Source: an optimization exercise on an open RTL-to-GDS flow (aim: small area, a short achievable clock period and few clock cycles per item). Production flows keep margins and buffers that such runs may drop. Only simulation tests tie the RTL to the original design; equivalence was not proved.

==> flow/design.v (outline; a module is shown in full before it is edited, if it fits) <==
// module hpsdr_telem: 156 lines
// module hpsdr_fa: 5 lines
// module hpsdr_ha: 5 lines
// module hpsdr_s2: 1182 lines
// module hpsdr_bridge: 373 lines
// module hpsdr_cpa40: 7 lines
module hpsdr_telem (
    input  wire        clk,
    input  wire        rst,
    input  wire        in_valid,
    output wire        in_ready,
    input  wire [7:0]  in_c0,
    input  wire [31:0] in_data,
    output wire        out_valid,
    input  wire        out_ready,
    output reg  [2:0]  out_kind,
    output reg  [2:0]  out_keys,
    output reg  [31:0] out_a,
    output reg  [31:0] out_b
);
  // ...
==> flow/flow/run.sh <==
#!/bin/bash
set -euo pipefail
bash standard.sh SETUP_SLACK_MARGIN=7.5 finish > standard_flow.log 2>&1
==> flow/standard.sh <==
#!/bin/bash
# synth_recipe.tcl (not shown) runs the flow's synth.tcl, then flattens the netlist and writes it again
# the make line also repeats each setting of config.mk as NAME=value (left out here)
make -C /OpenROAD-flow-scripts/flow DESIGN_CONFIG=/design/flow/config.mk WORK_HOME=/design/flow/orfs CLKGATE_MAP_FILE= SYNTH_SCRIPT=/design/flow/synth_recipe.tcl "${@:-finish}"
==> flow/config.mk <==
export PLATFORM = sky130hd
export DESIGN_NAME = hpsdr_telem
export DESIGN_NICKNAME = hpsdr_telem
export VERILOG_FILES = /design/flow/design.v
export SDC_FILE = /design/flow/constraint.sdc
export NUM_CORES = 4
export LEC_CHECK = 0
export CAP_MARGIN = 20
export CORE_MARGIN = 2
export CORE_UTILIZATION = 40
export SLEW_MARGIN = 20
export SYNTH_HIERARCHICAL = 1
==> flow/constraint.sdc <==
create_clock -name core_clock -period 12.0 [get_ports {clk}]
set_input_delay 2.4000 -clock core_clock [delete_from_list [all_inputs] [get_ports {clk}]]
set_output_delay 2.4000 -clock core_clock [all_outputs]
set_load 0.01 [all_outputs]
==> impl_metrics.env, run 1 <==
export IMPL_maxSlewViolCount=0
export IMPL_synthXorXnorAreaFrac_pct=2.963
export IMPL_grt_pass1_wl_um=132300
export IMPL_post_drt_wl_per_cell_um=21.94
export IMPL_slew_headroom_pct=31.58
export IMPL_dr_pass1_iters=5
export IMPL_cp_slowest_cell="fa_1"
export IMPL_fin_crit_sh_pct=39.39
export IMPL_grtUsageMet3_pct=2.728
export IMPL_cts_buffer_depth=3
export IMPL_syn_area_um2=31630
export IMPL_synth_common_cells="350 x edfxtp_1, 333 x fa_1, 260 x nand2_1, 218 x ha_1, 160 x a21oi_1"
export IMPL_yosysSeqAreaShare_pct=36.01
export IMPL_cp_data_arrival_time_ns=5.05
export IMPL_synth_compound_area_share_pct=12.25
export IMPL_grt_overflow=0
export IMPL_avgSynthCellArea_um2=11.52
export IMPL_place_ws_ns=6.381
export IMPL_critical_path_cell_chain="buf_4 > inv_2 > fa_1 > fa_1 > fa_2 > ha_4 > nand2_4 > nor4_4 > o2111ai_4 > a31oi_4 > o21ai_4 > and2_4 > o21ai_2 > xnor2_2 > mux2i_1 > o22ai_1 > or3_1"
export IMPL_synth_edf_count=350
export IMPL_coreArea_um2=78610
export IMPL_r2r_cells=17
export IMPL_design_seq_count=394
export IMPL_hold_ws_ns=0.4116
export IMPL_ys_ff_latch=394
export IMPL_worstPathMaxFanout=4
export IMPL_cts_hold_buffers_added=0
export IMPL_synth_top_family_by_area="adder cells"
export IMPL_vias_per_cell=5.491
export IMPL_status="complete, no violations"
export IMPL_fp_row_count=103
export IMPL_stdcell_count=3932
export IMPL_syn2layout_area_growth_pct=14.21
export IMPL_drc=0
export IMPL_ios=116
export IMPL_clkLatencyLatePin_ns=0.60
Testbench counts, summed over its fixed seeds: cycles 3,240, items 3,200.
==> run 2, diff against run 1 <==
==> flow/flow/run.sh (replaced) <==
#!/bin/bash
set -euo pipefail
bash standard.sh SETUP_SLACK_MARGIN=7.7 finish > standard_flow.log 2>&1
==> run 2 against run 1 <==
Compared with the run above: routed wire length rose by 0.18%; worst hold slack worse by 0.031 ns; still clean; sequential share of layout area fell by 0.084 points; die area unchanged; highest routed layer unchanged; synthesized cell count unchanged; utilization grew 0.12 points; non-clock buffer count is 11 higher; register-to-register slack improved by 0.05 ns; critical path depth decreased by 1.
==> impl_metrics.env, run 2 <==
export IMPL_grt_setup_unrepaired="true"
export IMPL_reg2reg_setup_slack_ns=7.33
export IMPL_ys_dominant_reg_cell="edfxtp_1"
export IMPL_slew_headroom_pct=22.93
export IMPL_r2r_cells=16
export IMPL_clock_root_buffer="clkbuf_16"
export IMPL_grt_usage_pct=21.30
export IMPL_syn_area_um2=31630
export IMPL_ys_warn_count=7
export IMPL_synth_edf_count=350
export IMPL_cpPeakStageDelay_ns=0.57
export IMPL_drive_gt1_share_pct=12.08
export IMPL_criticalPathCategory="register to register"
export IMPL_synth_cells=2747
export IMPL_grt_pass1_wl_um=134000
export IMPL_avgSynthCellArea_um2=11.52
export IMPL_layout_commonest_cell="edfxtp_1"
export IMPL_wl_um=86410
export IMPL_hold_ws_ns=0.3808
export IMPL_fin_util_pct=46.08
export IMPL_worst_setup_path_end_kind="register"
export IMPL_grt_overflow=0
export IMPL_clk_pin_slew_ns=0.06
export IMPL_maxSlewViolCount=0
export IMPL_fin_crit_sh_pct=38.95
export IMPL_clkSinkCount=394
export IMPL_synthTopCellsByArea="edfxtp_1 33%, fa_1 21%, ha_1 8.6%, nand2_1 3.1%, and2_1 2.9%"
export IMPL_fmaxAchievable_ghz=0.2139
export IMPL_hpwl_um=65130
export IMPL_r2r_start="r2_t[28]"
export IMPL_hp_start="r1_h[14]"
export IMPL_hp_class="register to register"
export IMPL_status="complete, no violations"
export IMPL_port_buffers=114
export IMPL_die_x_um=285.2
export IMPL_crit_path_start_kind="register"
export IMPL_cts_inserted_buffers=45
export IMPL_setup_viol=0
export IMPL_min_period_ns=4.674
export IMPL_antennaDiodeCount=0
export IMPL_synth_top_area_share_pct=33.23
export IMPL_place_ws_ns=6.348
export IMPL_post_drt_wl_per_cell_um=21.93
export IMPL_cts_tree="built"
export IMPL_grt_max_degree=89
export IMPL_vias_per_cell=5.481
export IMPL_fin_ws_ns=7.326
export IMPL_drtAntennaViolNets=0
export IMPL_hold_viol_final=0
export IMPL_ys_ff_latch=394
export IMPL_clkLatencyLatePin_ns=0.61
export IMPL_final_cell_mix="350 x edfxtp_1, 333 x fa_1, 258 x nand2_1"
export IMPL_num_vias=21594
export IMPL_dieArea_um2=81350
export IMPL_die_h_um=285.2
export IMPL_crit_top_cell="fa_1"
export IMPL_grt_pass1_vias=22862
export IMPL_gp_congestion=0.9589
export IMPL_worstPathMaxFanout=4
export IMPL_dr_pass1_iters=6
export IMPL_worst_pin_slew_ns=1.147
export IMPL_synthArstFlopShare_pct=0
export IMPL_r2r_end="out_b[21]"
export IMPL_syn2layout_area_growth_pct=14.52
export IMPL_yosysSeqAreaShare_pct=36.01
export IMPL_cp_required_ns=12.31
export IMPL_cap_violations=0
export IMPL_hold_depth=0
export IMPL_coreArea_um2=78610
export IMPL_cp_slowest_cell="fa_1"
export IMPL_ios=116
export IMPL_yosysMostFrequentCell="edfxtp_1"
export IMPL_top_regs="r2_t (40), r2a_ra (40), r2a_rb (40)"
export IMPL_synth_common_cells="350 x edfxtp_1, 333 x fa_1, 260 x nand2_1, 218 x ha_1, 160 x a21oi_1"
export IMPL_layout_nets=3451
export IMPL_finClkSkew_ns=0.05239
export IMPL_drc=0
export IMPL_drt_iter0_markers=1788
export IMPL_fin_setup_tns_ns=0
export IMPL_whs_endpoint="r2a_h[14]"
export IMPL_cts_buffer_depth=3
export IMPL_htree_levels=2
export IMPL_antenna_found_initial=5
export IMPL_synth_cell_types=105
export IMPL_yosys_area_top_type="edfxtp_1"
export IMPL_start_util_pct=40.24
export IMPL_fp_row_count=103
export IMPL_cp_data_arrival_time_ns=4.99
export IMPL_critical_path_cell_chain="fa_1 > fa_1 > fa_1 > ha_4 > nand4_1 > a21boi_1 > o2111ai_2 > a211oi_2 > buf_4 > o211ai_4 > a2111oi_4 > nor3_2 > xnor2_2 > mux2i_1 > nor2_1 > a221o_1"
run 2: cell counts after synthesis:
Identical to the previous run, type by type.
run 2: layer usage:
| layer | share of wire (%) | vias up | GRT usage (%) |
|---|---|---|---|
| li1 | - | 9839 | - |
| met1 | 42 | 10797 | 27.52 |
| met2 | 48 | 747 | 35.56 |
| met3 | 5.1 | 211 | 2.688 |
| met4 | 5.2 | 0 | 10.18 |
| met5 | 0 | - | 0 |
run 2: layout make-up:
class / instances / area, µm²
clock buffers: 56 / 1189
clock inverters: 25 / 340.3
fillers: 7131 / 42390
inverters: 136 / 510.5
multi-input cells: 2082 / 19620
flip-flops and latches: 394 / 11390
well taps: 1050 / 1314
repair buffers: 197 / 1861
run 2: per-module statistics from Yosys, one instance, submodules excluded:
module / copies in the design / cells inside
hpsdr_telem: 1 / 1310
hpsdr_s2: 1 / 404
hpsdr_cpa40: 1 / 318
hpsdr_ha: 63 / 1
hpsdr_fa: 304 / 1
hpsdr_bridge: 1 / 348
run 2: cell families (layout without fill, tap and decap cells):
family,after synthesis,count (layout),share of synthesized area [%]
flops,394,394,36.01
mux,88,88,2.998
buf+inv,330,414,5.019
simple gates,696,697,10.87
other cells,3,61,0.03560
xor+xnor,107,107,2.963
fa+ha+maj,556,556,29.86
compound gates,573,573,12.25
run 2: how the worst max path moves through the flow:
stage | startpoint | to | slack (ns) | depth (start not counted)
after detailed placement | out_ready | out_a[23] | 6.35 | 4
after CTS | r2_t[28] | out_b[21] | 7.36 | 16
after global routing | r2_t[28] | out_b[25] | 7.12 | 18
final | r2_t[28] | out_b[21] | 7.33 | 16
after global placement | out_ready | out_b[16] | 6.44 | 4
after floorplan | r2_t[38] | out_b[12] | 7.71 | 15
run 2: what timing repair did:
item / CTS / global route
cloned: 2 / 0
hold buffers: 0 / 0
resized for setup: 90 / 37
setup endpoints to repair: 144 / 60
setup buffers: 54 / 14
pin swaps: 39 / 18
run 2: metrics by stage:
step	area, µm²	cells
final	36220	3940
after global routing	36220	3940
after CTS	35900	3926
after detailed placement	33370	3789
after global placement	33370	3789
after floorplan	31880	2805
run 2: critical path, delay by kind of cell, from the launching register on:
kind | cells | cell delay, ns
xor+xnor | 1 | 0.21
mux | 1 | 0.17
simple gates | 3 | 0.26
fa+ha+maj | 4 | 1.76
buf+inv | 1 | 0.16
flops | 1 | 0.49
compound gates | 6 | 1.37
==> module hpsdr_telem, before the edit <==
module hpsdr_telem (
    input  wire        clk,
    input  wire        rst,
    input  wire        in_valid,
    output wire        in_ready,
    input  wire [7:0]  in_c0,
    input  wire [31:0] in_data,
    output wire        out_valid,
    input  wire        out_ready,
    output reg  [2:0]  out_kind,
    output reg  [2:0]  out_keys,
    output reg  [31:0] out_a,
    output reg  [31:0] out_b
);
    localparam [2:0] K_INFO   = 3'd0;
    localparam [2:0] K_FWD    = 3'd1;
    localparam [2:0] K_REV    = 3'd2;
    localparam [2:0] K_SUPPLY = 3'd3;
    localparam [2:0] K_ADC    = 3'd4;
    localparam [2:0] K_RAW    = 3'd5;
    localparam [2:0] K_REV0   = 3'd6;    
    reg v1, v2a, v2, v3;
    reg skid_full;
    wire en   = ~v3 | out_ready;
    wire take = in_valid & ~skid_full;
    assign in_ready  = ~skid_full;
    assign out_valid = v3;
    reg [2:0] in_kind;
    always @(*) begin
        case (in_c0[7:3])
            5'd0:    in_kind = K_INFO;
            5'd1:    in_kind = K_FWD;
            5'd2:    in_kind = K_REV;
            5'd3:    in_kind = K_SUPPLY;
            5'd4:    in_kind = K_ADC;
            default: in_kind = K_RAW;
        endcase
    end
    reg [2:0]  sk_kind;
    reg [2:0]  sk_keys;
    reg [31:0] sk_data;
    reg        v0;
    reg [2:0]  s_kind;
    reg [2:0]  s_keys;
    reg [31:0] s_data;
    wire [15:0] s_hi   = s_data[31:16];
    wire [15:0] s_lo   = s_data[15:0];
    wire [19:0] u_hi = {1'b0, s_hi, 3'b0} + {3'b0, s_hi, 1'b0} + {4'b0, s_hi} - 20'd110;
    wire [19:0] u_lo = {1'b0, s_lo, 3'b0} + {3'b0, s_lo, 1'b0} + {4'b0, s_lo};
    wire        s_rev = (s_kind == K_REV);
    wire        s_fwd = (s_kind == K_FWD);
    wire        s_sup = (s_kind == K_SUPPLY);
    wire        s_oth = ~(s_rev | s_fwd | s_sup);
    wire [19:0] s_ub  = ({20{s_rev}} & u_hi) | ({20{s_fwd}} & u_lo);
    wire [19:0] s_us  = ({20{s_sup}} & u_lo) | ({20{s_oth}} & {4'd0, s_lo});
    reg [2:0]  r1_kind, r2a_kind, r2_kind;
    reg [2:0]  r1_keys, r2a_keys, r2_keys;
    reg [15:0] r1_h, r2a_h, r2_h;
    reg [15:0] r2a_lo;
    reg [39:0] r2a_ra, r2a_rb;
    reg        r2a_fc;
    reg [19:0] r1_ub, r1_us;
    reg [39:0] r2_t;
    wire [39:0] ra, rb;
    wire        fc;
    hpsdr_s2 u_s2 (.ub(r1_ub), .us(r1_us), .ra(ra), .rb(rb), .fc(fc));
    wire        conv = (r2a_kind == K_FWD) | (r2a_kind == K_REV) | (r2a_kind == K_REV0) |
                       (r2a_kind == K_SUPPLY);
    wire [39:0] t;
    hpsdr_cpa40 u_cpa (.ra(r2a_ra), .rb(r2a_rb), .fc(r2a_fc), .t(t));
    wire [30:0] qb;
    hpsdr_bridge u_br (.t(r2_t), .q(qb));
    wire [7:0] c1 = r2_h[15:8];
    wire [7:0] c2 = r2_h[7:0];
    wire [7:0] c3 = r2_t[15:8];
    wire [7:0] c4 = r2_t[7:0];
    function [8:0] ver(input [7:0] v);
        reg [7:0] q, r;
        begin
            q = v / 8'd10;
            r = v % 8'd10;
            ver = {q[4:0], r[3:0]};
        end
    endfunction
    reg [2:0]  k_n;
    reg [31:0] a_r, b_r;
    always @(*) begin
        k_n = r2_kind;
        a_r = 32'd0;
        b_r = 32'd0;
        case (r2_kind)
            K_INFO:   begin a_r = {25'd0, c1[6:0]};
                            b_r = {5'd0, ver(c2), ver(c3), ver(c4)}; end
            K_FWD:    a_r = {16'd0, r2_h};
            K_REV:    b_r = {16'd0, r2_h};
            K_REV0:   begin b_r = {16'd0, r2_h}; k_n = K_REV; end
            K_SUPPLY: begin a_r = {16'd0, r2_h}; b_r = {7'd0, r2_t[24:0]}; end
            K_ADC:    begin a_r = {28'd0, c4[0], c3[0], c2[0], c1[0]};
                            b_r = {4'd0, c4[7:1], c3[7:1], c2[7:1], c1[7:1]}; end
            default:  a_r = {r2_h, r2_t[15:0]};
        endcase
    end
    wire [31:0] a_n = a_r | ({32{r2_kind == K_REV}} & {1'b0, qb});
    wire [31:0] b_n = b_r | ({32{r2_kind == K_FWD}} & {1'b0, qb});
    always @(posedge clk) begin
        if (rst) begin
            v0 <= 1'b0;
            v1 <= 1'b0;
            v2a <= 1'b0;
            v2 <= 1'b0;
            v3 <= 1'b0;
            skid_full <= 1'b0;
        end else if (en) begin
            v0 <= skid_full | take;
            v1 <= v0;
            v2a <= v1;
            v2 <= v2a;
            v3 <= v2;
            skid_full <= 1'b0;
        end else if (take) begin
            skid_full <= 1'b1;
        end
    end
    always @(posedge clk) begin
        if (~skid_full) begin
            sk_kind <= in_kind;
            sk_keys <= in_c0[2:0];
            sk_data <= in_data;
        end
        if (en) begin
            s_kind  <= skid_full ? sk_kind : in_kind;
            s_keys  <= skid_full ? sk_keys : in_c0[2:0];
            s_data  <= skid_full ? sk_data : in_data;
            r1_kind <= (s_rev && s_hi <= 16'd10) ? K_REV0 : s_kind;
            r1_keys <= s_keys;
            r1_h    <= s_rev ? s_lo : s_hi;
            r1_ub   <= s_ub;
            r1_us   <= s_us;
            r2a_kind <= r1_kind;
            r2a_keys <= r1_keys;
            r2a_h    <= r1_h;
            r2a_lo   <= r1_us[15:0];
            r2a_ra   <= ra;
            r2a_rb   <= rb;
            r2a_fc   <= fc;
            r2_kind <= r2a_kind;
            r2_keys <= r2a_keys;
            r2_h    <= r2a_h;
            r2_t    <= {t[39:16], conv ? t[15:0] : r2a_lo};
            out_kind <= k_n;
            out_keys <= r2_keys;
            out_a    <= a_n;
            out_b    <= b_n;
        end
    end
endmodule
==> run 3, diff against run 2 <==
--- a/flow/design.v
+++ b/flow/design.v
@@ -21,9 +21,10 @@
     localparam [2:0] K_REV0   = 3'd6;    
     reg v1, v2a, v2, v3;
     reg skid_full;
+    reg rdy;             
     wire en   = ~v3 | out_ready;
     wire take = in_valid & ~skid_full;
-    assign in_ready  = ~skid_full;
+    assign in_ready  = rdy;
     assign out_valid = v3;
     reg [2:0] in_kind;
     always @(*) begin
@@ -61,6 +62,7 @@
     reg        r2a_fc;
     reg [19:0] r1_ub, r1_us;
     reg [39:0] r2_t;
+    reg        r2_selq_a, r2_selq_b;    
     wire [39:0] ra, rb;
     wire        fc;
     hpsdr_s2 u_s2 (.ub(r1_ub), .us(r1_us), .ra(ra), .rb(rb), .fc(fc));
@@ -100,8 +102,9 @@
             default:  a_r = {r2_h, r2_t[15:0]};
         endcase
     end
-    wire [31:0] a_n = a_r | ({32{r2_kind == K_REV}} & {1'b0, qb});
-    wire [31:0] b_n = b_r | ({32{r2_kind == K_FWD}} & {1'b0, qb});
+    wire [31:0] a_n, b_n;
+    hpsdr_aor u_aor_a (.r(a_r), .s(r2_selq_a), .q({1'b0, qb}), .y(a_n));
+    hpsdr_aor u_aor_b (.r(b_r), .s(r2_selq_b), .q({1'b0, qb}), .y(b_n));
     always @(posedge clk) begin
         if (rst) begin
             v0 <= 1'b0;
@@ -110,6 +113,7 @@
             v2 <= 1'b0;
             v3 <= 1'b0;
             skid_full <= 1'b0;
+            rdy <= 1'b1;
         end else if (en) begin
             v0 <= skid_full | take;
             v1 <= v0;
@@ -117,8 +121,10 @@
             v2 <= v2a;
             v3 <= v2;
             skid_full <= 1'b0;
+            rdy <= 1'b1;
         end else if (take) begin
             skid_full <= 1'b1;
+            rdy <= 1'b0;
         end
     end
     always @(posedge clk) begin
@@ -144,6 +150,8 @@
             r2a_rb   <= rb;
             r2a_fc   <= fc;
             r2_kind <= r2a_kind;
+            r2_selq_a <= (r2a_kind == K_REV);
+            r2_selq_b <= (r2a_kind == K_FWD);
             r2_keys <= r2a_keys;
             r2_h    <= r2a_h;
             r2_t    <= {t[39:16], conv ? t[15:0] : r2a_lo};
@@ -154,6 +162,12 @@
         end
     end
 endmodule
+module hpsdr_aor (r, s, q, y);
+    input wire [31:0] r, q;
+    input wire s;
+    output wire [31:0] y;
+    assign y = r | ({32{s}} & q);
+endmodule
 module hpsdr_fa (a, b, c, s, co);
     input wire a, b, c;
     output wire s, co;
==> run 3 against run 2 <==
Compared with the run above: clock-buffer cell count down 3; setup slack better by 0.16 ns; sequential cell count up 4; cell area up 0.73%; sequential share of layout area up 0.066 points; global-route usage down 0.062 points; critical path depth down 2; clock skew down 0.0080 ns; die area up 1.7%; worst hold slack better by 0.034 ns; via count up 0.95%; critical endpoint is now out_a[22].
==> impl_metrics.env, run 3 <==
export IMPL_clk_pin_slew_ns=0.06
export IMPL_worstPathMaxFanout=3
export IMPL_layout_nets=3524
export IMPL_yosysSeqAreaShare_pct=35.75
export IMPL_fin_ws_ns=7.485
export IMPL_synth_cells=2820
export IMPL_syn2layout_area_growth_pct=13.43
export IMPL_top_regs="r2_t (40), r2a_ra (40), r2a_rb (40)"
export IMPL_fin_crit_sh_pct=37.63
export IMPL_top_usage_layer="met2"
export IMPL_synthArstFlopShare_pct=0
export IMPL_drive_gt1_share_pct=11.83
export IMPL_cp_data_arrival_time_ns=4.86
export IMPL_dr_pass1_iters=5
export IMPL_place_ws_ns=6.373
export IMPL_grtUsageMet3_pct=2.520
export IMPL_setup_viol=0
export IMPL_final_cell_mix="353 x edfxtp_1, 329 x fa_1, 254 x nand2_1"
export IMPL_antennaDiodeCount=0
export IMPL_grt_use_met2_pct=34.86
export IMPL_yosysMostFrequentCell="edfxtp_1"
export IMPL_fmaxAchievable_ghz=0.2215
export IMPL_synth_common_cells="353 x edfxtp_1, 333 x fa_1, 260 x nand2_1, 218 x ha_1, 153 x and2_1"
export IMPL_nFillCells=7215
export IMPL_crit_path_start_kind="register"
export IMPL_criticalPathCategory="register to register"
export IMPL_coreArea_um2=79260
export IMPL_ys_dominant_reg_cell="edfxtp_1"
export IMPL_drt_iter0_markers=1522
export IMPL_clkSinkCount=398
export IMPL_ys_warn_count=7
export IMPL_hp_class="register to register"
export IMPL_avgSynthCellArea_um2=11.41
export IMPL_min_period_ns=4.515
export IMPL_maxSlewViolCount=0
export IMPL_cts_buffer_depth=3
export IMPL_ios=116
export IMPL_cts_inserted_buffers=46
export IMPL_yosys_area_top_type="edfxtp_1"
export IMPL_clkLatencyLatePin_ns=0.61
export IMPL_synth_top_area_share_pct=32.95
export IMPL_fp_row_count=103
export IMPL_num_vias=21800
export IMPL_grt_max_degree=94
export IMPL_layout_commonest_cell="edfxtp_1"
export IMPL_antenna_found_initial=0
export IMPL_worst_pin_slew_ns=1.024
export IMPL_hold_ws_ns=0.4146
export IMPL_hold_depth=0
export IMPL_grt_pass1_vias=22481
export IMPL_grt_usage_pct=21.24
export IMPL_cp_required_ns=12.35
export IMPL_die_h_um=287.6
export IMPL_fin_area_um2=36490
export IMPL_hpwl_um=66250
export IMPL_synthTopCellsByArea="edfxtp_1 33%, fa_1 21%, ha_1 8.5%, nand2_1 3.0%, and2_1 3.0%"
export IMPL_fin_setup_tns_ns=0
export IMPL_post_drt_wl_per_cell_um=21.68
export IMPL_htree_levels=2
export IMPL_drc=0
export IMPL_hold_viol_final=0
export IMPL_drtAntennaViolNets=0
export IMPL_worst_setup_path_end_kind="register"
export IMPL_grt_setup_unrepaired="true"
export IMPL_start_util_pct=40.59
export IMPL_die_x_um=287.6
export IMPL_status="complete, no violations"
export IMPL_grt_overflow=0
export IMPL_dieArea_um2=82710
export IMPL_placed_area_um2=33880
export IMPL_grt_pass1_wl_um=134800
export IMPL_synth_cell_types=109
export IMPL_port_buffers=115
export IMPL_wl_um=87060
export IMPL_cap_violations=0
export IMPL_r2r_cells=14
export IMPL_finClkSkew_ns=0.04436
export IMPL_vias_per_cell=5.428
export IMPL_cts_tree="built"
export IMPL_slew_headroom_pct=31.59
export IMPL_syn_area_um2=32170
export IMPL_ys_ff_latch=398
export IMPL_clock_root_buffer="clkbuf_16"
export IMPL_synth_edf_count=353
export IMPL_multi_input_area_um2=19870
export IMPL_gp_congestion=0.9216
export IMPL_met1_usage_pct=29.26
export IMPL_seq_area_um2=11500
## run 3: changes by cell type after synthesis, sizes merged, moves of 9 or more
cell | before | now
a22o | 31 | 14
nor2b | 17 | 32
a21oi | 162 | 149
mux2i | 34 | 17
o22ai | 22 | 13
o21ai | 118 | 147
a21o | 50 | 118
a221oi | 19 | 6
## run 3: logic make-up after synthesis
| kind of cell | count (synthesis) | synth area share, % |
|---|---|---|
| and+or+nand+nor | 740 | 11.60 |
| DFF | 398 | 35.75 |
| muxes | 74 | 2.559 |
| adders and majority gates | 555 | 29.33 |
| other | 3 | 0.03500 |
| AOI/OAI and AO/OA | 612 | 12.76 |
| buffers and inverters | 336 | 5.192 |
| xor gates and xnor gates | 102 | 2.777 |
## run 3: repair_timing
action	CTS	global route
setup buffers	36	23
hold buffers	0	0
gates resized for setup	67	50
pin swaps	46	32
setup endpoints to repair	194	185
hold endpoints to repair	0	0
cloned	1	1
## run 3: critical path, stage by stage, from the launching register on
cell,delay (ns)
edfxtp_1,0.49
buf_4,0.19
fa_1,0.45
fa_2,0.54
fa_2,0.46
ha_4,0.31
nand2_4,0.07
nor4_4,0.25
o2111ai_4,0.25
a31oi_4,0.29
o21ai_2,0.12
o21ai_4,0.26
a31oi_2,0.15
xnor2_2,0.23
a21o_1,0.20
## run 3: metrics by stage
stage          cells  util, %
2_1_floorplan   2883        -
3_3_place_gp    3870    42.75
3_5_place_dp    3870    42.75
4_1_cts         3992    45.54
5_1_grt         4016    46.04
6_report        4016    46.04
## run 3: worst paths after layout
check | startpoint | endpoint | slack, ns
hold reg to reg | r1_h[9] | r2a_h[9] | 0.41
setup / recovery | r2_t[26] | out_a[22] | 7.48
setup reg to reg | r2_t[26] | out_a[22] | 7.48
hold / removal | r1_h[9] | r2a_h[9] | 0.41
## run 3: Yosys stat by module, one instance, submodules excluded
module / copies in the design / area (µm²)
hpsdr_aor: 2 / 276.5
hpsdr_bridge: 1 / 2366
hpsdr_cpa40: 1 / 2245
hpsdr_fa: 304 / 20.02
hpsdr_ha: 63 / 12.51
hpsdr_s2: 1 / 2361
hpsdr_telem: 1 / 17770
## run 3: per-layer routing
layer	vias up	share of wire, %
met1	10956	45
met3	135	4.7
met2	652	47
met4	0	3.4
met5	-	0
li1	10057	-
## run 3: final cells by class
class                           count  area share, %
Multi-Input combinational cell   2150          54.45
Inverter                          143          1.471
Clock inverter                     32         0.8264
Sequential cell                   398          31.52
Clock buffer                       53          3.227
Timing Repair Buffer              190          4.903
Tap cell                         1050          3.600
Testbench counts of run 3, summed over its fixed seeds: cycles 3,240, items 3,200.
==> run 4, diff against run 3 <==
==> flow/flow/run.sh (replaced) <==
#!/bin/bash
set -euo pipefail
bash standard.sh SETUP_SLACK_MARGIN=8 finish > standard_flow.log 2>&1
==> run 4 against run 3 <==
Compared with the run above: sequential share of layout area decreased by 0.35 points; setup slack got worse by 0.0075 ns; via count increased by 2.1%; critical path type unchanged; first-iteration DRC count increased by 25%.
==> impl_metrics.env, run 4 <==
export IMPL_cp_required_ns=12.33
export IMPL_synth_top_area_share_pct=32.95
export IMPL_ios=116
export IMPL_antennaDiodeCount=0
export IMPL_ys_ff_latch=398
export IMPL_clkLatencyLatePin_ns=0.59
export IMPL_worst_setup_path_end_kind="register"
export IMPL_grt_pass1_vias=22833
export IMPL_cp_slowest_cell="fa_1"
export IMPL_coreArea_um2=79260
export IMPL_yosys_area_top_type="edfxtp_1"
export IMPL_r2r_start="r2_t[26]"
export IMPL_fin_crit_sh_pct=37.69
export IMPL_vias_per_cell=5.512
export IMPL_grt_setup_unrepaired="true"
export IMPL_dieArea_um2=82710
export IMPL_synthTopCellsByArea="edfxtp_1 33%, fa_1 21%, ha_1 8.5%, nand2_1 3.0%, and2_1 3.0%"
export IMPL_ys_warn_count=7
export IMPL_hold_depth=0
export IMPL_layout_commonest_cell="edfxtp_1"
export IMPL_ys_dominant_reg_cell="edfxtp_1"
export IMPL_multi_input_area_um2=19980
export IMPL_grt_overflow=0
export IMPL_drt_iter0_markers=1903
export IMPL_finClkSkew_ns=0.04182
export IMPL_wl_um=90390
export IMPL_grt_max_degree=94
export IMPL_reg2reg_setup_slack_ns=7.48
export IMPL_die_h_um=287.6
export IMPL_min_period_ns=4.523
export IMPL_top_regs="r2_t (40), r2a_ra (40), r2a_rb (40)"
export IMPL_grt_usage_pct=21.72
export IMPL_fp_row_count=103
export IMPL_hp_class="register to register"
export IMPL_htree_levels=2
export IMPL_synth_common_cells="353 x edfxtp_1, 333 x fa_1, 260 x nand2_1, 218 x ha_1, 153 x and2_1"
export IMPL_cp_data_arrival_time_ns=4.86
export IMPL_antenna_found_initial=7
export IMPL_yosysMostFrequentCell="edfxtp_1"
export IMPL_die_x_um=287.6
export IMPL_hp_start="r2a_h[14]"
export IMPL_r2r_cells=14
export IMPL_place_ws_ns=7.027
export IMPL_status="complete, no violations"
export IMPL_synthArstFlopShare_pct=0
export IMPL_worst_pin_slew_ns=1.122
export IMPL_crit_start="r2_t[26]"
export IMPL_hpwl_um=67630
export IMPL_final_cell_mix="353 x edfxtp_1, 328 x fa_1, 255 x nand2_1"
export IMPL_cts_buffer_depth=3
export IMPL_cap_violations=0
export IMPL_syn2layout_area_growth_pct=14.72
export IMPL_setup_viol=0
export IMPL_layout_nets=3548
export IMPL_cts_inserted_buffers=45
export IMPL_syn_area_um2=32170
export IMPL_clk_pin_slew_ns=0.07
export IMPL_worstPathMaxFanout=3
export IMPL_port_buffers=115
export IMPL_criticalPathCategory="register to register"
export IMPL_r2r_end="out_a[30]"
export IMPL_start_util_pct=40.59
export IMPL_nFillCells=7156
export IMPL_crit_top_cell="fa_1"
export IMPL_fmaxAchievable_ghz=0.2211
export IMPL_drive_gt1_share_pct=12.69
export IMPL_grt_pass1_wl_um=137500
export IMPL_cts_tree="built"
export IMPL_num_vias=22252
export IMPL_gp_congestion=0.9205
export IMPL_synth_cells=2820
export IMPL_critical_path_cell_chain="buf_4 > fa_1 > fa_1 > fa_1 > ha_4 > nand2_4 > nor4_4 > o2111ai_4 > and4_4 > nor3_4 > o21ai_1 > a21oi_2 > xnor2_4 > a21o_2"
export IMPL_hold_viol_final=0
export IMPL_whs_endpoint="r2_h[14]"
export IMPL_post_drt_wl_per_cell_um=22.39
export IMPL_yosysSeqAreaShare_pct=35.75
export IMPL_synth_edf_count=353
export IMPL_slew_headroom_pct=25.07
export IMPL_crit_path_start_kind="register"
export IMPL_cpPeakStageDelay_ns=0.57
export IMPL_maxSlewViolCount=0
export IMPL_drtAntennaViolNets=0
export IMPL_synth_cell_types=109
export IMPL_clkSinkCount=398
export IMPL_avgSynthCellArea_um2=11.41
export IMPL_clock_root_buffer="clkbuf_16"
export IMPL_seq_area_um2=11500
export IMPL_cts_hold_buffers_added=0
export IMPL_fin_setup_tns_ns=0
export IMPL_dr_pass1_iters=6
export IMPL_drc=0
export IMPL_fin_ws_ns=7.477
run 4: cell counts after synthesis:
No cell type changed its count.
run 4: cell type report:
class	instances	area share, %
clock inverters	23	0.6238
multi-input cells	2149	54.13
repair buffers	216	5.628
clock buffers	58	3.434
flip-flops and latches	398	31.17
inverters	143	1.454
well taps	1050	3.560
run 4: worst max-delay path by stage:
stage,cells after the start,endpoint
after floorplan,14,out_a[27]
after global placement,4,out_b[11]
after detailed placement,4,out_a[28]
after CTS,14,out_a[27]
after global routing,14,out_a[30]
final,14,out_a[30]
run 4: repair_timing:
| item | 4_1_cts | 5_1_grt |
|---|---|---|
| gates cloned | 2 | 0 |
| buffers inserted | 52 | 34 |
| endpoints found under the setup margin | 244 | 79 |
| endpoints found under the hold margin | 0 | 0 |
| resized for setup | 104 | 34 |
| pin swaps | 71 | 54 |
run 4: through the flow:
stage          instances  util (%)  hold WS (ns)  instance area (µm²)
3_3_place_gp        3868     42.84        0.4009                33950
5_1_grt             4037     46.56        0.4230                36900
6_report            4037     46.56        0.4105                36900
4_1_cts             4003     46.00        0.4184                36460
3_5_place_dp        3868     42.84        0.4045                33950
2_1_floorplan       2883         -        0.4003                32510
run 4: logic make-up after synthesis:
group | count (synthesis) | share of synthesized area [%]
AND/OR/NAND/NOR | 740 | 11.60
flip-flops | 398 | 35.75
adder cells (fa/ha/maj) | 555 | 29.33
other | 3 | 0.03500
XOR/XNOR | 102 | 2.777
AO/OA/AOI/OAI | 612 | 12.76
multiplexers | 74 | 2.559
buffers and inverters | 336 | 5.192
run 4: critical path, delay by kind of cell, from the launching register on:
kind                     cells  cell delay (ns)
AO/OA/AOI/OAI                4             0.83
flip-flops                   1             0.40
AND/OR/NAND/NOR              4             0.85
adder cells (fa/ha/maj)      4             1.84
buffers and inverters        1             0.18
XOR/XNOR                     1             0.17
run 4: routing by layer:
| layer | vias up | share of wire [%] | track usage (%) |
|---|---|---|---|
| li1 | 10099 | - | - |
| met1 | 11172 | 43 | 29.27 |
| met2 | 810 | 47 | 35.63 |
| met3 | 171 | 5.7 | 3.074 |
| met4 | 0 | 4.0 | 8.008 |
| met5 | - | 0 | 0 |
run 4: per-module statistics from Yosys (local to each module, per instance):
module / area [µm²] / flip-flops and latches / cells
hpsdr_aor: 276.5 / 0 / 35
hpsdr_bridge: 2366 / 0 / 348
hpsdr_cpa40: 2245 / 0 / 318
hpsdr_fa: 20.02 / 0 / 1
hpsdr_ha: 12.51 / 0 / 1
hpsdr_s2: 2361 / 0 / 404
hpsdr_telem: 17770 / 398 / 1313
==> run 5, diff against run 4 <==
--- a/flow/design.v
+++ b/flow/design.v
@@ -57,7 +57,6 @@
     reg [2:0]  r1_kind, r2a_kind, r2_kind;
     reg [2:0]  r1_keys, r2a_keys, r2_keys;
     reg [15:0] r1_h, r2a_h, r2_h;
-    reg [15:0] r2a_lo;
     reg [39:0] r2a_ra, r2a_rb;
     reg        r2a_fc;
     reg [19:0] r1_ub, r1_us;
@@ -66,6 +65,10 @@
     wire [39:0] ra, rb;
     wire        fc;
     hpsdr_s2 u_s2 (.ub(r1_ub), .us(r1_us), .ra(ra), .rb(rb), .fc(fc));
+    wire        conv1 = (r1_kind == K_FWD) | (r1_kind == K_REV) | (r1_kind == K_REV0) |
+                        (r1_kind == K_SUPPLY);
+    wire [39:0] ra_m = {conv1 ? ra[39:32] : r1_us[15:8], ra[31:0]};
+    wire [39:0] rb_m = {conv1 ? rb[39:32] : r1_us[7:0],  rb[31:0]};
     wire        conv = (r2a_kind == K_FWD) | (r2a_kind == K_REV) | (r2a_kind == K_REV0) |
                        (r2a_kind == K_SUPPLY);
     wire [39:0] t;
@@ -145,16 +148,15 @@
             r2a_kind <= r1_kind;
             r2a_keys <= r1_keys;
             r2a_h    <= r1_h;
-            r2a_lo   <= r1_us[15:0];
-            r2a_ra   <= ra;
-            r2a_rb   <= rb;
+            r2a_ra   <= ra_m;
+            r2a_rb   <= rb_m;
             r2a_fc   <= fc;
             r2_kind <= r2a_kind;
             r2_selq_a <= (r2a_kind == K_REV);
             r2_selq_b <= (r2a_kind == K_FWD);
             r2_keys <= r2a_keys;
             r2_h    <= r2a_h;
-            r2_t    <= {t[39:16], conv ? t[15:0] : r2a_lo};
+            r2_t    <= {t[39:16], conv ? t[15:0] : {r2a_ra[39:32], r2a_rb[39:32]}};
             out_kind <= k_n;
             out_keys <= r2_keys;
             out_a    <= a_n;
==> flow/flow/run.sh (replaced) <==
#!/bin/bash
set -euo pipefail
bash standard.sh SETUP_SLACK_MARGIN=7.7 finish > standard_flow.log 2>&1
==> run 5 against run 4 <==
Compared with the run above: largest cell class unchanged; worst hold slack improved by 0.0057 ns; via count increased by 1.4%; still clean; final cell count up 0.69%.
==> impl_metrics.env, run 5 <==
export IMPL_status="complete, no violations"
export IMPL_ios=116
export IMPL_syn_area_um2=32270
export IMPL_hold_viol_final=0
export IMPL_layout_nets=3562
export IMPL_dr_pass1_iters=6
export IMPL_avgSynthCellArea_um2=11.21
export IMPL_slew_headroom_pct=26.39
export IMPL_r2r_cells=15
export IMPL_critical_path_cell_chain="inv_1 > fa_1 > fa_1 > fa_1 > ha_1 > nand2_1 > nor2_1 > o2111ai_2 > a211oi_4 > o211ai_4 > a211o_1 > a21oi_2 > a311oi_2 > buf_4 > a21o_1"
export IMPL_antenna_found_initial=2
export IMPL_grt_max_degree=89
export IMPL_dp_cells=3929
export IMPL_antennaDiodeCount=0
export IMPL_yosys_area_top_type="edfxtp_1"
export IMPL_start_util_pct=40.26
export IMPL_fmaxAchievable_ghz=0.2229
export IMPL_finClkSkew_ns=0.03895
export IMPL_final_cell_mix="337 x edfxtp_1, 327 x fa_1, 258 x nand2_1"
export IMPL_clkLatencyLatePin_ns=0.60
export IMPL_stdcell_count=4065
export IMPL_hold_depth=0
export IMPL_setup_viol=0
export IMPL_ys_warn_count=7
export IMPL_drc=0
export IMPL_drtAntennaViolNets=0
export IMPL_num_vias=22574
export IMPL_die_h_um=288.1
export IMPL_hp_class="register to register"
export IMPL_cp_data_arrival_time_ns=4.81
export IMPL_worst_setup_path_end_kind="register"
export IMPL_grt_pass1_vias=23333
export IMPL_post_drt_wl_per_cell_um=22.38
export IMPL_cts_tree="built"
export IMPL_cpPeakStageDelay_ns=0.52
export IMPL_cp_slowest_cell="fa_1"
export IMPL_maxSlewViolCount=0
export IMPL_fin_setup_tns_ns=0
export IMPL_r2r_start="r2_t[24]"
export IMPL_wl_um=90970
export IMPL_criticalPathCategory="register to register"
export IMPL_r2r_end="out_a[25]"
export IMPL_yosysSeqAreaShare_pct=34.15
export IMPL_crit_top_cell="fa_1"
export IMPL_min_period_ns=4.486
export IMPL_cp_required_ns=12.33
export IMPL_synth_top_area_share_pct=31.35
export IMPL_hpwl_um=68210
export IMPL_cts_buffer_depth=3
export IMPL_port_buffers=115
export IMPL_syn2layout_area_growth_pct=13.32
export IMPL_synthTopCellsByArea="edfxtp_1 31%, fa_1 21%, ha_1 8.4%, nand2_1 3.0%, and2_1 2.9%"
export IMPL_crit_path_start_kind="register"
export IMPL_synth_cells=2878
export IMPL_grt_setup_unrepaired="true"
export IMPL_cts_hold_buffers_added=0
export IMPL_grt_pass1_wl_um=138700
export IMPL_hp_start="r1_h[2]"
export IMPL_fin_crit_sh_pct=37.38
export IMPL_fp_row_count=104
export IMPL_ys_dominant_reg_cell="edfxtp_1"
export IMPL_clk_pin_slew_ns=0.06
export IMPL_top_regs="r2_t (40), r2a_ra (40), r2a_rb (40)"
export IMPL_clkSinkCount=382
export IMPL_coreArea_um2=80160
export IMPL_ys_ff_latch=382
export IMPL_gp_congestion=0.9413
export IMPL_synth_cell_types=110
export IMPL_synth_common_cells="337 x edfxtp_1, 333 x fa_1, 262 x nand2_1, 217 x ha_1, 151 x and2_1"
export IMPL_drive_gt1_share_pct=11.38
export IMPL_cap_violations=0
export IMPL_reg2reg_setup_slack_ns=7.51
export IMPL_worstPathMaxFanout=4
export IMPL_clock_root_buffer="clkbuf_16"
export IMPL_vias_per_cell=5.553
export IMPL_nFillCells=7422
export IMPL_dieArea_um2=82980
export IMPL_grt_overflow=0
export IMPL_synthArstFlopShare_pct=0
export IMPL_layout_commonest_cell="edfxtp_1"
export IMPL_drt_iter0_markers=1960
export IMPL_yosysMostFrequentCell="edfxtp_1"
export IMPL_htree_levels=2
export IMPL_die_x_um=288.1
export IMPL_worst_pin_slew_ns=1.104
export IMPL_grt_usage_pct=21.91
export IMPL_whs_endpoint="r2a_h[2]"
export IMPL_cts_inserted_buffers=45
export IMPL_synth_edf_count=337
==> run 5: cell count changes after synthesis, sizes merged, moves of 6 or more <==
| cell | previous run | this run |
|---|---|---|
| xnor2 | 72 | 78 |
| a21o | 118 | 124 |
| a22oi | 11 | 17 |
| edfxtp | 353 | 337 |
| nand2b | 22 | 28 |
| o21ai | 147 | 134 |
| a31oi | 20 | 27 |
| nor2 | 103 | 115 |
| mux2 | 56 | 72 |
| clkbuf | 76 | 90 |
| or3 | 14 | 5 |
| nor3 | 39 | 30 |
==> run 5: cell families after synthesis <==
family                   synth area share [%]
AND/OR/NAND/NOR                         11.88
adder cells (fa/ha/maj)                 29.13
AO/OA/AOI/OAI                           13.33
other                                 0.03489
buffers and inverters                   5.261
flip-flops                              34.15
multiplexers                            3.202
XOR/XNOR                                3.016
==> run 5: repair_timing <==
action,in CTS,in global routing
endpoints found under the setup margin,236,227
cloned,1,1
resized for setup,54,58
buffers inserted,38,12
pin swaps,39,49
==> run 5: per-module statistics from Yosys, one instance, submodules excluded <==
module	cell area, µm²	copies in the design
hpsdr_cpa40	2245	1
hpsdr_bridge	2366	1
hpsdr_s2	2361	1
hpsdr_aor	276.5	2
hpsdr_ha	12.51	63
hpsdr_fa	20.02	304
hpsdr_telem	17880	1
==> run 5: worst max-delay path: cells and delay by family, from the launching register on <==
| family | cells | cell delay, ns |
|---|---|---|
| AO/OA/AOI/OAI | 7 | 1.55 |
| adder cells (fa/ha/maj) | 4 | 1.74 |
| buffers and inverters | 2 | 0.28 |
| flip-flops | 1 | 0.44 |
| AND/OR/NAND/NOR | 2 | 0.22 |
==> run 5: layout make-up <==
class	count	area (µm²)	area share (%)
Clock inverter	18	217.7	0.5953
Sequential cell	382	11020	30.14
Tap cell	1060	1326	3.626
Inverter	138	518.0	1.416
Timing Repair Buffer	187	1755	4.800
Clock buffer	66	1310	3.582
Multi-Input combinational cell	2214	20420	55.84
==> run 5: routing by layer <==
| metal | up-vias | routed length [µm] | GRT usage, % |
|---|---|---|---|
| met2 | 754 | 43810 | 36.59 |
| met1 | 11402 | 37770 | 28.43 |
| met5 | - | 0 | 0 |
| met4 | 0 | 3207 | 7.474 |
| li1 | 10260 | - | - |
| met3 | 158 | 6177 | 4.334 |
==> run 5: metrics by stage <==
stage / hold WS (ns) / setup slack, ns / instance area, µm² / util, %
2_1_floorplan: 0.4003 / 7.904 / 32530 / -
3_3_place_gp: 0.4002 / 6.773 / 33990 / 42.40
3_5_place_dp: 0.4045 / 6.696 / 33990 / 42.40
4_1_cts: 0.4149 / 7.574 / 36160 / 45.11
5_1_grt: 0.4240 / 7.300 / 36570 / 45.63
6_report: 0.4162 / 7.514 / 36570 / 45.63
==> run 5: worst max path at each step <==
stage	start	end	cells past startpoint	slack, ns
floorplan	r2_t[18]	out_a[27]	14	7.90
global placement	out_ready	r2a_rb[24]	4	6.77
detailed placement	out_ready	r2a_ra[22]	4	6.70
CTS	r2_t[28]	out_a[27]	13	7.57
global route	r2_t[18]	out_b[25]	15	7.30
finish	r2_t[24]	out_a[25]	15	7.51
Testbench counts of run 5, summed over its fixed seeds: cycles 3,240, items 3,200.
==> run 6, diff against run 5 <==
--- a/flow/config.mk
+++ b/flow/config.mk
@@ -8,5 +8,6 @@
 export CAP_MARGIN = 20
 export CORE_MARGIN = 2
 export CORE_UTILIZATION = 40
+export CTS_BUF_LIST = sky130_fd_sc_hd__clkbuf_4 sky130_fd_sc_hd__clkbuf_8
 export SLEW_MARGIN = 20
 export SYNTH_HIERARCHICAL = 1
==> run 6 against run 5 <==
Compared with the run above: synthesized area unchanged; first-iteration DRC count grew 2.7%; via count is 0.67% higher; global-route usage rose by 0.22 points; critical path depth decreased by 2; clock-buffer cell count is 21 higher; sequential share of layout area decreased by 0.15 points; routed wire length rose by 0.80%; die area is the same; largest cell class unchanged.
==> impl_metrics.env, run 6 <==
export IMPL_hp_class="register to register"
export IMPL_layout_commonest_cell="edfxtp_1"
export IMPL_top_regs="r2_t (40), r2a_ra (40), r2a_rb (40)"
export IMPL_start_util_pct=40.26
export IMPL_cts_inserted_buffers=70
export IMPL_antenna_found_initial=3
export IMPL_grt_pass1_wl_um=139900
export IMPL_synth_cell_types=110
export IMPL_r2r_cells=13
export IMPL_ys_dominant_reg_cell="edfxtp_1"
export IMPL_fmaxAchievable_ghz=0.2219
export IMPL_dr_pass1_iters=6
export IMPL_ios=116
export IMPL_placed_area_um2=33990
export IMPL_fin_ws_ns=7.494
export IMPL_final_cell_mix="337 x edfxtp_1, 330 x fa_1, 258 x nand2_1"
export IMPL_cp_data_arrival_time_ns=4.89
export IMPL_vias_per_cell=5.517
export IMPL_ys_ff_latch=382
export IMPL_fin_crit_sh_pct=37.55
export IMPL_gp_congestion=0.9413
export IMPL_clkLatencyLatePin_ns=0.67
export IMPL_place_ws_ns=6.696
export IMPL_clk_pin_slew_ns=0.07
export IMPL_cp_required_ns=12.38
export IMPL_r2r_end="out_a[22]"
export IMPL_ys_warn_count=7
export IMPL_synth_cells=2878
export IMPL_r2r_start="r2_t[3]"
export IMPL_grt_max_degree=89
export IMPL_synthTopCellsByArea="edfxtp_1 31%, fa_1 21%, ha_1 8.4%, nand2_1 3.0%, and2_1 2.9%"
export IMPL_hp_start="r2a_h[4]"
export IMPL_antennaDiodeCount=0
export IMPL_criticalPathCategory="register to register"
export IMPL_yosys_area_top_type="edfxtp_1"
export IMPL_hold_ws_ns=0.4174
export IMPL_clkSinkCount=382
export IMPL_num_vias=22725
export IMPL_post_drt_wl_per_cell_um=22.26
export IMPL_cts_buffer_depth=3
export IMPL_dieArea_um2=82980
export IMPL_drc=0
export IMPL_die_x_um=288.1
export IMPL_drt_iter0_markers=2012
export IMPL_grt_setup_unrepaired="true"
export IMPL_syn_area_um2=32270
export IMPL_port_buffers=115
export IMPL_fin_area_um2=36760
export IMPL_synth_edf_count=337
export IMPL_fin_setup_tns_ns=0
export IMPL_min_period_ns=4.506
export IMPL_grt_usage_pct=22.14
export IMPL_worst_setup_path_end_kind="register"
export IMPL_synth_top_area_share_pct=31.35
export IMPL_fp_row_count=104
export IMPL_avgSynthCellArea_um2=11.21
export IMPL_reg2reg_setup_slack_ns=7.49
export IMPL_hpwl_um=68210
export IMPL_status="complete, no violations"
export IMPL_wl_um=91690
export IMPL_cts_tree="built"
export IMPL_drive_gt1_share_pct=12.95
export IMPL_worst_pin_slew_ns=1.112
export IMPL_hold_depth=0
export IMPL_yosysSeqAreaShare_pct=34.15
export IMPL_coreArea_um2=80160
export IMPL_clock_root_buffer="clkbuf_8"
export IMPL_die_h_um=288.1
export IMPL_cap_violations=0
export IMPL_grt_overflow=0
export IMPL_setup_viol=0
export IMPL_finClkSkew_ns=0.06024
export IMPL_yosysMostFrequentCell="edfxtp_1"
export IMPL_slew_headroom_pct=25.75
export IMPL_whs_endpoint="r2_h[4]"
export IMPL_worstPathMaxFanout=16
export IMPL_maxSlewViolCount=0
export IMPL_synth_common_cells="337 x edfxtp_1, 333 x fa_1, 262 x nand2_1, 217 x ha_1, 151 x and2_1"
export IMPL_htree_levels=3
export IMPL_synthArstFlopShare_pct=0
export IMPL_syn2layout_area_growth_pct=13.89
export IMPL_layout_nets=3598
export IMPL_crit_path_start_kind="register"
export IMPL_hold_viol_final=0
export IMPL_drtAntennaViolNets=0
export IMPL_grt_pass1_vias=23633
run 6: worst max-delay path by stage:
stage               from    endpoint  slack [ns]
2_1_floorplan   r2_t[18]   out_a[27]        7.90
4_1_cts         r2_t[28]   out_b[21]        7.52
5_1_grt         r2_t[28]   out_a[25]        7.32
3_3_place_gp   out_ready  r2a_rb[24]        6.77
6_report         r2_t[3]   out_a[22]        7.49
3_5_place_dp   out_ready  r2a_ra[22]        6.70
run 6: final cells by class:
type | count | area (µm²)
clock buffer | 87 | 1104
fill | 7422 | 43400
timing repair buffer | 198 | 1842
inverter | 138 | 518.0
multi-input combinational | 2214 | 20420
tap | 1060 | 1326
sequential | 382 | 11020
clock inverter | 40 | 528.0
run 6: cells by family (layout without fill, tap and decap cells):
family	after synthesis	count (layout)	share of synthesized area [%]
AND/OR/NAND/NOR	758	759	11.88
AO/OA/AOI/OAI	635	635	13.33
adder cells (fa/ha/maj)	552	552	29.13
flip-flops	382	382	34.15
buffers and inverters	346	463	5.261
XOR/XNOR	109	109	3.016
multiplexers	93	93	3.202
other	3	66	0.03489
run 6: worst max-delay path, stage by stage (launching register included):
cell       delay, ns
edfxtp_1        0.97
fa_1            0.57
fa_1            0.50
ha_4            0.32
nand2_4         0.06
nor4_4          0.26
o2111ai_2       0.22
buf_4           0.20
a31oi_4         0.19
o21ai_2         0.10
o21ai_2         0.23
a31oi_2         0.16
xnor2_2         0.23
a21o_1          0.18
run 6: Yosys stat by module, one instance, submodules excluded:
module	cells	cell area, µm²
hpsdr_s2	404	2361
hpsdr_bridge	348	2366
hpsdr_aor	35	276.5
hpsdr_cpa40	318	2245
hpsdr_ha	1	12.51
hpsdr_fa	1	20.02
hpsdr_telem	1371	17880
run 6: repair_timing:
action,4_1_cts,5_1_grt
hold buffers,0,0
setup buffers,45,16
pin swaps,54,42
cloned,1,1
hold endpoints to repair,0,0
gates resized for setup,61,49
setup endpoints to repair,236,151
run 6: routing by layer:
layer,up-vias,share of wire (%),GRT usage (%)
li1,10349,-,-
met2,742,48,36.84
met1,11449,42,28.68
met3,183,6.4,4.683
met4,2,3.4,7.409
met5,-,0.014,0
run 6: through the flow:
step | util (%) | cells
finish | 45.86 | 4119
global route | 45.86 | 4119
CTS | 45.36 | 4102
detailed placement | 42.40 | 3929
global placement | 42.40 | 3929
floorplan | - | 2941
==> run 7, diff against run 6 <==
==> flow/flow/run.sh (replaced) <==
#!/bin/bash
set -euo pipefail
bash standard.sh SETUP_SLACK_MARGIN=7.4 finish > standard_flow.log 2>&1
--- a/flow/config.mk
+++ b/flow/config.mk
@@ -8,6 +8,5 @@
 export CAP_MARGIN = 20
 export CORE_MARGIN = 2
 export CORE_UTILIZATION = 40
-export CTS_BUF_LIST = sky130_fd_sc_hd__clkbuf_4 sky130_fd_sc_hd__clkbuf_8
 export SLEW_MARGIN = 20
 export SYNTH_HIERARCHICAL = 1
==> run 7 against run 6 <==
Compared with the run above: setup slack lost 0.087 ns; non-clock buffer count shrank 21; clock-buffer cell count shrank 37; synthesized area is the same; fmax shrank 1.9%; still clean; routed wire length shrank 0.73%; first-iteration DRC count shrank 2.1%; via count shrank 0.52%; global-route usage shrank 0.30 points.
==> impl_metrics.env, run 7 <==
export IMPL_synth_cells=2878
export IMPL_gp_congestion=0.9668
export IMPL_grt_setup_unrepaired="true"
export IMPL_r2r_cells=15
export IMPL_synth_top_area_share_pct=31.35
export IMPL_hpwl_um=68600
export IMPL_port_buffers=115
export IMPL_top_regs="r2_t (40), r2a_ra (40), r2a_rb (40)"
export IMPL_clkSinkCount=382
export IMPL_drc=0
export IMPL_cp_num_buf_inv=2
export IMPL_yosysMostFrequentCell="edfxtp_1"
export IMPL_avgSynthCellArea_um2=11.21
export IMPL_drive_gt1_share_pct=9.538
export IMPL_r2r_start="r2_t[18]"
export IMPL_die_h_um=288.1
export IMPL_grt_max_degree=189
export IMPL_vias_per_cell=5.583
export IMPL_fin_area_um2=36020
export IMPL_synthArstFlopShare_pct=0
export IMPL_clock_root_buffer="clkbuf_16"
export IMPL_yosys_area_top_type="edfxtp_1"
export IMPL_synth_common_cells="337 x edfxtp_1, 333 x fa_1, 262 x nand2_1, 217 x ha_1, 151 x and2_1"
export IMPL_synth_edf_count=337
export IMPL_crit_top_cell="fa_1"
export IMPL_syn_area_um2=32270
export IMPL_critical_path_cell_chain="inv_2 > fa_1 > fa_1 > fa_1 > ha_1 > nand4_1 > a21boi_2 > o2111ai_2 > a211oi_2 > o211ai_2 > a211o_1 > a21oi_2 > a311oi_2 > buf_4 > a21o_1"
export IMPL_grt_pass1_wl_um=138300
export IMPL_cap_violations=0
export IMPL_slew_headroom_pct=27.80
export IMPL_grt_pass1_vias=23171
export IMPL_hp_class="register to register"
export IMPL_start_util_pct=40.26
export IMPL_fin_crit_sh_pct=38.27
export IMPL_cts_tree="built"
export IMPL_htree_levels=2
export IMPL_cts_hold_buffers_added=0
export IMPL_setup_viol=0
export IMPL_fp_row_count=104
export IMPL_drt_iter0_markers=1970
export IMPL_critPathCapture="out_a[25]"
export IMPL_layout_nets=3548
export IMPL_ys_warn_count=7
export IMPL_finClkSkew_ns=0.03755
export IMPL_syn2layout_area_growth_pct=11.62
export IMPL_crit_start="r2_t[18]"
export IMPL_clkLatencyLatePin_ns=0.60
export IMPL_cts_inserted_buffers=42
export IMPL_cts_buffer_depth=3
export IMPL_grt_overflow=0
export IMPL_clk_pin_slew_ns=0.07
export IMPL_placed_area_um2=33970
export IMPL_coreArea_um2=80160
export IMPL_cp_required_ns=12.34
export IMPL_criticalPathCategory="register to register"
export IMPL_hold_viol_final=0
export IMPL_cp_slowest_cell="fa_1"
export IMPL_cp_data_arrival_time_ns=4.94
export IMPL_worst_pin_slew_ns=1.083
export IMPL_ys_dominant_reg_cell="edfxtp_1"
export IMPL_antenna_found_initial=1
export IMPL_worstPathMaxFanout=5
export IMPL_die_x_um=288.1
export IMPL_dieArea_um2=82980
export IMPL_post_drt_wl_per_cell_um=22.48
export IMPL_synthTopCellsByArea="edfxtp_1 31%, fa_1 21%, ha_1 8.4%, nand2_1 3.0%, and2_1 2.9%"
export IMPL_path_depth=15
export IMPL_status="complete, no violations"
export IMPL_ys_ff_latch=382
export IMPL_yosysSeqAreaShare_pct=34.15
export IMPL_drtAntennaViolNets=0
export IMPL_num_vias=22607
export IMPL_crit_path_start_kind="register"
export IMPL_worst_setup_path_end_kind="register"
export IMPL_ios=116
export IMPL_fin_setup_tns_ns=0
export IMPL_grt_usage_pct=21.84
export IMPL_reg2reg_setup_slack_ns=7.41
export IMPL_synth_cell_types=110
export IMPL_wl_um=91030
export IMPL_min_period_ns=4.593
export IMPL_dr_pass1_iters=7
export IMPL_maxSlewViolCount=0
export IMPL_cpPeakStageDelay_ns=0.55
export IMPL_final_cell_mix="337 x edfxtp_1, 333 x fa_1, 261 x nand2_1"
export IMPL_layout_commonest_cell="edfxtp_1"
export IMPL_crit_family="adder cells"
export IMPL_r2r_end="out_a[25]"
export IMPL_fmaxAchievable_ghz=0.2177
[run 7: cell count changes in the layout (fill, tap and decap cells not counted), sizes merged]
cell	before	now
bufbuf	1	0
nand2b	29	28
clkbuf	87	51
clkinv	21	19
clkinvlp	3	5
buf	82	61
diode	0	1
inv	142	138
bufinv	12	4
[run 7: per-stage QoR]
stage / setup WS [ns] / hold slack, ns / std cells / utilization (%)
2_1_floorplan: 7.578 / 0.4003 / 2941 / -
3_3_place_gp: 6.783 / 0.4017 / 3926 / 42.37
3_5_place_dp: 6.732 / 0.4045 / 3926 / 42.37
4_1_cts: 7.382 / 0.4038 / 4022 / 44.46
5_1_grt: 7.270 / 0.4087 / 4048 / 44.94
6_report: 7.407 / 0.4065 / 4049 / 44.94
[run 7: cell families (layout without fill, tap and decap cells)]
group / Yosys count / count (layout) / synth area share (%)
other: 3 / 67 / 0.03489
flip-flops: 382 / 382 / 34.15
XOR/XNOR: 109 / 109 / 3.016
AND/OR/NAND/NOR: 758 / 758 / 11.88
adder cells (fa/ha/maj): 552 / 552 / 29.13
multiplexers: 93 / 93 / 3.202
buffers and inverters: 346 / 393 / 5.261
AO/OA/AOI/OAI: 635 / 635 / 13.33
[run 7: worst min path at each step]
| stage | from | end | depth (start not counted) |
|---|---|---|---|
| 5_1_grt | r2_keys[0] | out_keys[0] | 0 |
| 3_5_place_dp | s_keys[0] | r1_keys[0] | 0 |
| 3_3_place_gp | r2a_h[12] | r2_h[12] | 0 |
| 2_1_floorplan | r2_keys[0] | out_keys[0] | 0 |
| 4_1_cts | r2_keys[0] | out_keys[0] | 0 |
| 6_report | r2_keys[0] | out_keys[0] | 0 |
[run 7: area by class of cell]
cell class              count  area [µm²]
inverters                 138       518.0
well taps                1060        1326
fillers                  7387       44130
clock inverters            28       334.1
repair buffers            177        1658
clock buffers              50        1144
diodes                      1       2.502
flip-flops and latches    382       11020
multi-input cells        2213       20020
[run 7: timing repair]
| item | CTS | global route |
|---|---|---|
| endpoints found under the setup margin | 222 | 232 |
| gates cloned | 0 | 1 |
| setup buffers | 18 | 25 |
| resized for setup | 10 | 27 |
| pin swaps | 1 | 25 |
| hold endpoints to repair | 0 | 0 |
[run 7: modules after synthesis, one instance, submodules excluded]
module        times used  flops+latches
hpsdr_telem            1            382
hpsdr_bridge           1              0
hpsdr_s2               1              0
hpsdr_cpa40            1              0
hpsdr_aor              2              0
hpsdr_fa             304              0
hpsdr_ha              63              0
[run 7: layer usage]
layer	track usage (%)	up-vias	share of wire (%)
li1	-	10222	-
met1	30.06	11568	44
met2	36.69	671	48
met3	2.060	146	4.3
met4	6.321	0	2.8
met5	0	-	0
==> run 8, diff against run 7 <==
==> flow/flow/run.sh (replaced) <==
#!/bin/bash
set -euo pipefail
bash standard.sh SETUP_SLACK_MARGIN=7.2 finish > standard_flow.log 2>&1
==> run 8 against run 7 <==
Compared with the run above: sequential share of layout area rose by 0.27 points; via count is 0.88% lower; worst hold slack hardly changed; critical path depth decreased by 2; clock skew down 0.0012 ns; synthesized cell count stayed put; routed wire length decreased by 0.86%; highest routed layer unchanged.
==> impl_metrics.env, run 8 <==
export IMPL_cp_data_arrival_time_ns=5.20
export IMPL_clock_root_buffer="clkbuf_16"
export IMPL_start_util_pct=40.26
export IMPL_dieArea_um2=82980
export IMPL_crit_path_start_kind="register"
export IMPL_clkSinkCount=382
export IMPL_port_buffers=115
export IMPL_criticalPathCategory="register to register"
export IMPL_synthXorXnorAreaFrac_pct=3.016
export IMPL_synth_top_family_by_area="adder cells"
export IMPL_fin_setup_tns_ns=0
export IMPL_top_regs="r2_t (40), r2a_ra (40), r2a_rb (40)"
export IMPL_slew_headroom_pct=27.90
export IMPL_synth_cells=2878
export IMPL_gp_congestion=0.9668
export IMPL_syn_area_um2=32270
export IMPL_die_x_um=288.1
export IMPL_hpwl_um=68600
export IMPL_grt_setup_unrepaired="true"
export IMPL_clk_pin_slew_ns=0.07
export IMPL_htree_levels=2
export IMPL_setup_viol=0
export IMPL_grt_max_degree=189
export IMPL_drc=0
export IMPL_fmaxAchievable_ghz=0.2112
export IMPL_wl_met1_um=39980
export IMPL_maxSlewViolCount=0
export IMPL_routed_top_layer="met4"
export IMPL_wl_met2_um=43660
export IMPL_cap_violations=0
export IMPL_synth_common_cells="337 x edfxtp_1, 333 x fa_1, 262 x nand2_1, 217 x ha_1, 151 x and2_1"
export IMPL_synthArstFlopShare_pct=0
export IMPL_yosys_area_top_type="edfxtp_1"
export IMPL_hp_class="register to register"
export IMPL_synthTopCellsByArea="edfxtp_1 31%, fa_1 21%, ha_1 8.4%, nand2_1 3.0%, and2_1 2.9%"
export IMPL_min_period_ns=4.734
export IMPL_synthMuxAreaShare_pct=3.202
export IMPL_layout_nets=3527
export IMPL_yosysMostFrequentCell="edfxtp_1"
export IMPL_status="complete, no violations"
export IMPL_num_vias=22408
export IMPL_synth_top_area_share_pct=31.35
export IMPL_nFillCells=7413
-- run 8: cell counts after synthesis --
No cell type changed its count.
-- run 8: cell type report --
cell class / instances / area share, %
clock inverter: 28 / 0.9355
inverter: 138 / 1.451
tap: 1060 / 3.714
multi-input combinational: 2213 / 55.66
sequential: 382 / 30.86
antenna: 3 / 0.02102
timing repair buffer: 156 / 4.152
clock buffer: 50 / 3.202
-- run 8: logic make-up after synthesis --
logic type | after synthesis
compound gates | 635
xor+xnor | 109
fa+ha+maj | 552
buf+inv | 346
flops | 382
mux | 93
other cells | 3
simple gates | 758
-- run 8: per-module statistics from Yosys (local to each module, per instance), a selection --
module        flip-flops and latches  copies in the design  cell area (µm²)
hpsdr_aor                          0                     2            276.5
hpsdr_s2                           0                     1             2361
hpsdr_cpa40                        0                     1             2245
hpsdr_bridge                       0                     1             2366
hpsdr_telem                      382                     1            17880
hpsdr_ha                           0                    63            12.51
-- run 8: what timing repair did --
action                     CTS  global route
resized for setup            3            11
pin swaps                    0             2
setup buffers                1            22
setup endpoints to repair   11           132
-- run 8: path summary, 6_finish.rpt --
check / startpoint / end / slack [ns] / depth (start not counted)
worst min-delay path: r2_keys[0] / out_keys[0] / 0.41 / 0
worst max-delay path: r2_t[35] / out_a[25] / 7.27 / 13
worst max register to register: r2_t[35] / out_a[25] / 7.27 / 13
worst min register to register: r2_keys[0] / out_keys[0] / 0.41 / 0
-- run 8: critical path, cell delays in order, from the launching register on --
cell and delay, ns:
edfxtp_1 0.52, fa_1 0.60, fa_1 0.43, fa_1 0.48, ha_1 0.38, nand2_1 0.09, nor2_1 0.13, o2111ai_2 0.16
a211oi_2 0.38, o211ai_2 0.21, a2111oi_4 0.47, nor3_1 0.12, a311oi_2 0.46, a21o_1 0.18
-- run 8: metal layers --
layer | vias to the layer above | global-route usage [%]
met5 | - | 0
met4 | 0 | 6.412
met3 | 154 | 2.147
met2 | 672 | 36.54
met1 | 11404 | 29.85
li1 | 10178 | -
-- run 8: per-stage QoR --
step	setup WS (ns)	hold WS, ns	instances	utilization, %	instance area (µm²)
final	7.266	0.4062	4030	44.55	35710
after global routing	7.194	0.4087	4027	44.54	35700
after CTS	7.212	0.4038	4005	44.25	35470
after detailed placement	6.732	0.4045	3926	42.37	33970
after global placement	6.783	0.4017	3926	42.37	33970
after floorplan	7.578	0.4003	2941	-	32520

[port drivers added, routing unchanged]
How much do the figures lean on ideal ports? The routed layouts below were timed once more, with nothing changed but the port constraints. Step 1 (the two cells are an assumption about what drives the block):
set clk [get_ports {clk}]
set_driving_cell -lib_cell sky130_fd_sc_hd__clkbuf_16 $clk
set_driving_cell -lib_cell sky130_fd_sc_hd__buf_2 [delete_from_list [all_inputs] $clk]
Step 2 adds t to the input delays and takes it off the output delays; t is the mean of the earliest and latest rising clock arrival at the registers after step 1. Input paths then give back, and output paths get back, about the clock's delay inside the block. Slacks: ideal / step 1 / step 2; pairs: ideal / step 1.
| run | shift t [ns] | setup WS [ns] | worst setup path at the end |
|---|---|---|---|
| run 1 | 0.648 | 7.273 / 7.273 / 7.088 | input to register |
| run 2 | 0.643 | 7.326 / 7.326 / 7.326 | register to register |
| run 3 | 0.645 | 7.485 / 7.485 / 7.243 | input to register |
| run 4 | 0.629 | 7.477 / 7.477 / 7.477 | register to register |
| run 5 | 0.649 | 7.514 / 7.514 / 7.201 | input to register |
| run 6 | 0.708 | 7.494 / 7.494 / 7.178 | input to register |
| run 7 | 0.639 | 7.407 / 7.407 / 6.913 | input to register |
| run 8 | 0.641 | 7.266 / 7.266 / 6.787 | input to register |
After both steps every run listed still meets setup and hold. The setup slack of run 7, which loses most, moves by 0.000 ns with the drivers and by -0.494 ns with both steps.
